Background: an optimization exercise with open tools, aiming at small area, a short achievable clock period and few clock cycles. Do not read the settings as production practice.

Design uhre_fxu, start of the top module:
module uhre_fxu (
    input  wire        clk,
    input  wire        rst,         
    input  wire        cmd_valid,
    input  wire [15:0] cmd_word,
    output wire        cmd_ready,
    output reg         done,
    input  wire        wr_en,
    input  wire [4:0]  wr_addr,
    input  wire [15:0] wr_data,
    input  wire [4:0]  rd_addr,
    output reg  [15:0] rd_data
);
    localparam [4:0] OP_NOP    = 5'd0,  OP_FADD  = 5'd1,  OP_FSUB  = 5'd2,
                     OP_FMUL   = 5'd3,  OP_FDIV  = 5'd4,  OP_AADD  = 5'd5,
                     OP_FSIN   = 5'd6,  OP_FCOS  = 5'd7,  OP_ITOF  = 5'd8,
                     OP_FTOI   = 5'd9,  OP_MID   = 5'd10, OP_MROT  = 5'd11,
                     OP_MTRANS = 5'd12, OP_MSCALE= 5'd13, OP_XFORM = 5'd14,
                     OP_PROJ   = 5'd15;
    localparam [2:0] CL_FMUL = 3'd0, CL_PROJ = 3'd1, CL_XFORM = 3'd2, CL_MSCALE = 3'd3,
                     CL_MROT = 3'd4, CL_MTRANS = 3'd5, CL_FDIV = 3'd6;
    function [8:0] quarter_lo(input [5:0] i);
        case (i)
            6'd0: quarter_lo = 9'd0;
            6'd1: quarter_lo = 9'd6;
            6'd2: quarter_lo = 9'd13;
            6'd3: quarter_lo = 9'd19;
            6'd4: quarter_lo = 9'd25;
            6'd5: quarter_lo = 9'd31;
            6'd6: quarter_lo = 9'd38;
            6'd7: quarter_lo = 9'd44;
            6'd8: quarter_lo = 9'd50;
            6'd9: quarter_lo = 9'd56;
            6'd10: quarter_lo = 9'd62;
            6'd11: quarter_lo = 9'd68;
            6'd12: quarter_lo = 9'd74;
            6'd13: quarter_lo = 9'd80;
  ...
Size in the first run: roughly 10000 cells after synthesis, about 0.070 mm^2 of cells after synthesis.
clock: 14.0 ns
lec_check: 0
abc_area: 1
cap_margin: 20
core_margin: 2
core_utilization: 42
place_density: 0.6
slew_margin: 20
standard.sh (not shown) runs the stock make flow with config.mk's settings and CLKGATE_MAP_FILE= SYNTH_SCRIPT=/design/flow/synth_recipe.tcl, a recipe that flattens the netlist after the stock synthesis.
==> flow/flow/run.sh <==
#!/bin/bash
set -euo pipefail
export SETUP_SLACK_MARGIN=6.3
export BUFFER_PORTS_ARGS="-buffer_cell sky130_fd_sc_hd__buf_4"
bash standard.sh > make.log 2>&1
Rerun with:
--- a/flow/design.v
+++ b/flow/design.v
@@ -253,17 +253,18 @@
     wire [1:0] w_fn  = cmd_word[1:0];
     wire       w_legal = legal(cmd_word);
     wire       accept  = ~busy & cmd_valid;
     wire       acc_ok  = accept & w_legal;
     wire       hw      = ~busy & wr_en;           
     wire [2:0]  pa_idx = busy ? c_pidx : w_rs1;
     wire [15:0] pa     = rf[16*pa_idx +: 16];
-    wire [15:0] pb     = rf[16*w_rs2 +: 16];
-    wire [2:0]  pc_idx = w_rs1 + 3'd1;
-    wire [15:0] pc     = rf[16*pc_idx +: 16];         
+    wire        w_pc   = (w_op == OP_PROJ) || (w_op == OP_MTRANS);
+    wire [2:0]  pb_idx = w_pc ? w_rs1 + 3'd1 : w_rs2;
+    wire [15:0] pb     = rf[16*pb_idx +: 16];
+    wire [15:0] pc     = pb;
     wire [8:0]  q_lo  = quarter_lo(pa[5:0]);
     wire [8:0]  q_hi  = quarter_hi(pa[5:0]);
     wire [8:0]  s_mag = pa[6] ? q_hi : q_lo;
     wire [8:0]  c_mag = pa[6] ? q_lo : q_hi;
     wire        s_neg = pa[7];
     wire        c_neg = pa[7] ^ pa[6];
     wire [15:0] sin_v = s_neg ? 16'd0 - {7'd0, s_mag} : {7'd0, s_mag};
@@ -458,32 +459,37 @@
                           (tp[0] ? bus_pa : bus_pb);
     wire        mid     = acc_ok & (w_op == OP_MID);
     wire        mt0     = acc_ok & (w_op == OP_MTRANS);
     wire        mt_we   = mt0 | (busy & c_mt);
     wire [15:0] bus_e0  = hw ? wr_data : mt_we ? mt_s[15:0] : (c_rowa == 2'd0) ? h_a[15:0] : h_b[15:0];
     wire [15:0] bus_e1  = hw ? wr_data : mt0 ? mt1_s[15:0] : (c_rowa == 2'd1) ? h_a[15:0] : h_b[15:0];
     wire [15:0] bus_e2  = hw ? wr_data : mt_we ? mt_s[15:0] : (c_rowa == 2'd2) ? h_a[15:0] : h_b[15:0];
+    wire [15:0] bus_reg = bus_re & {16{~rst}};
+    wire [15:0] bus_rog = bus_ro & {16{~rst}};
+    wire [15:0] bus_e0g = bus_e0 & {16{~(rst | mid)}};
+    wire [15:0] bus_e1g = bus_e1 & {16{~(rst | mid)}};
+    wire [15:0] bus_e2g = bus_e2 & {16{~(rst | mid)}};
     wire        ov_set  = busy ? ((c_ova & (c_wdiv ? d_ov : ova)) | (c_ovb & ovb) | (c_mt & mt_ov))
                                : (acc_ok & ((w_op == OP_MTRANS) ? (mt_ov | mt1_ov) : alu_ov));
     genvar gi;
     generate
         for (gi = 0; gi < 8; gi = gi + 1) begin : g_rf
             wire we = rst | (hw & (wr_addr == gi)) | (do_wp & (tp == gi)) | (do_ws & (ts == gi));
             always @(posedge clk)
-                if (we) rf[16*gi +: 16] <= rst ? 16'd0 : ((gi % 2) ? bus_ro : bus_re);
+                if (we) rf[16*gi +: 16] <= (gi % 2) ? bus_rog : bus_reg;
         end
         for (gi = 0; gi < 12; gi = gi + 1) begin : g_ee
             localparam integer ROW = (gi < 9) ? gi / 3 : gi - 9;
             wire we = rst | mid | (hw & (wr_addr == gi + 8)) |
                       (busy & c_wea & (c_eia == gi)) | (busy & c_web & (c_eib == gi)) |
                       (mt0 & (gi == 9 || gi == 10)) | (busy & c_mt & (c_eia == gi));
             wire [15:0] init = (gi == 0 || gi == 4 || gi == 8) ? 16'h0100 : 16'h0000;
             always @(posedge clk)
-                if (we) ee[16*gi +: 16] <= (rst | mid) ? init :
-                                           (ROW == 0) ? bus_e0 : (ROW == 1) ? bus_e1 : bus_e2;
+                if (we) ee[16*gi +: 16] <= init & {16{rst | mid}} |
+                                           ((ROW == 0) ? bus_e0g : (ROW == 1) ? bus_e1g : bus_e2g);
         end
     endgenerate
     always @(posedge clk) begin
         if (rst) begin
             psx <= 16'h0100; psy <= 16'h0100; cx <= 16'd0; cy <= 16'd0;
         end else if (hw) begin
             if (wr_addr == 5'd20) psx <= wr_data;
@@ -538,23 +544,26 @@
         zb <= ({34{n_zb_t1}}  & {{10{ee[16*10+15]}}, ee[16*10 +: 16], 8'd0}) |
               ({34{n_zb_acc}} & sum_b) | ({34{n_zb_c}} & {{2{cy[15]}}, cy, 16'd0}) |
               ({34{div_first}} & {d_3d, dst2[15:0]}) |
               ({34{div_iter}} & {d_d3, dst2[15:0]});
     end
     wire [15:0] ea = ee[16*ia +: 16];
     wire [15:0] eb = ee[16*ib +: 16];
+    wire [15:0] e0 = ee[16*0 +: 16];
+    wire [15:0] e3 = ee[16*3 +: 16];
     always @(posedge clk) begin
         if (~busy) begin
             case (w_op)
                 OP_FMUL:   begin xa <= pb;  ya <= benc(pa, 1'b0); end
                 OP_FDIV:   xb <= abs_pb;
                 OP_PROJ:   begin xa <= psx; xb <= psy; ya <= benc(pa, 1'b0); yb <= benc(pc, 1'b0); end
-                OP_MROT:   begin xa <= ea;  xb <= eb;
+                OP_MROT:   begin xa <= (w_fn == 2'd0) ? e3 : e0;  xb <= (w_fn == 2'd0) ? e3 : e0;
                                  ya <= benc(cos_v, 1'b0); yb <= benc({7'd0, s_mag}, sp_neg); end
-                default:   begin xa <= ea;  xb <= eb;  ya <= benc(pa, 1'b0); yb <= benc(pa, 1'b0); end
+                default:   begin xa <= (w_op == OP_MSCALE) ? e3 : e0;  xb <= (w_op == OP_MSCALE) ? e0 : e3;
+                                 ya <= benc(pa, 1'b0); yb <= benc(pa, 1'b0); end
             endcase
             v0 <= pa;
             pnn_a <= ~(psx[15] ^ pa[15]) | (psx == 16'd0) | (pa == 16'd0);
             pnn_b <= ~(psy[15] ^ pc[15]) | (psy == 16'd0) | (pc == 16'd0);
         end else begin
             xa <= ea;
             if (cls != CL_FDIV) xb <= eb;
What happened: Synthesized area falls by 1.0%. Setup slack improves by 53 ps. Non-clock buffer count rises by 37. Via count barely changes. Routed wire length rises by 4.0%. Sequential cell count does not change.
No run of this note included a check of the RTL's function; only the layout flow was run.

==> port drivers added, routing unchanged <==
Ports are ideal in the flow. The routed layouts listed here were re-timed in OpenROAD.
Step 1, drivers: a clkbuf_16 drives clk and a buf_2 each remaining input, both assumed.
Step 2 times the ports against the registers' clock, not the clock port: input delays grow and output delays shrink by t, the midpoint of the rising clock arrivals with the driver on.
Three values: no drivers, after step 1, after step 2; two values: the first two.
run | t, ns | setup WS [ns] | hold slack, ns | cell pins on the clock port's net
the first run | 0.796 | 6.146 / 6.120 / 5.623 | 0.479 / 0.479 / 0.479 | 1
the second run | 0.798 | 6.199 / 5.966 / 5.499 | 0.497 / 0.497 / 0.497 | 1
After both steps every run listed still meets setup and hold. For the second run, which loses most, drivers alone change the setup slack by -0.233 ns; drivers and shift together by -0.700 ns.
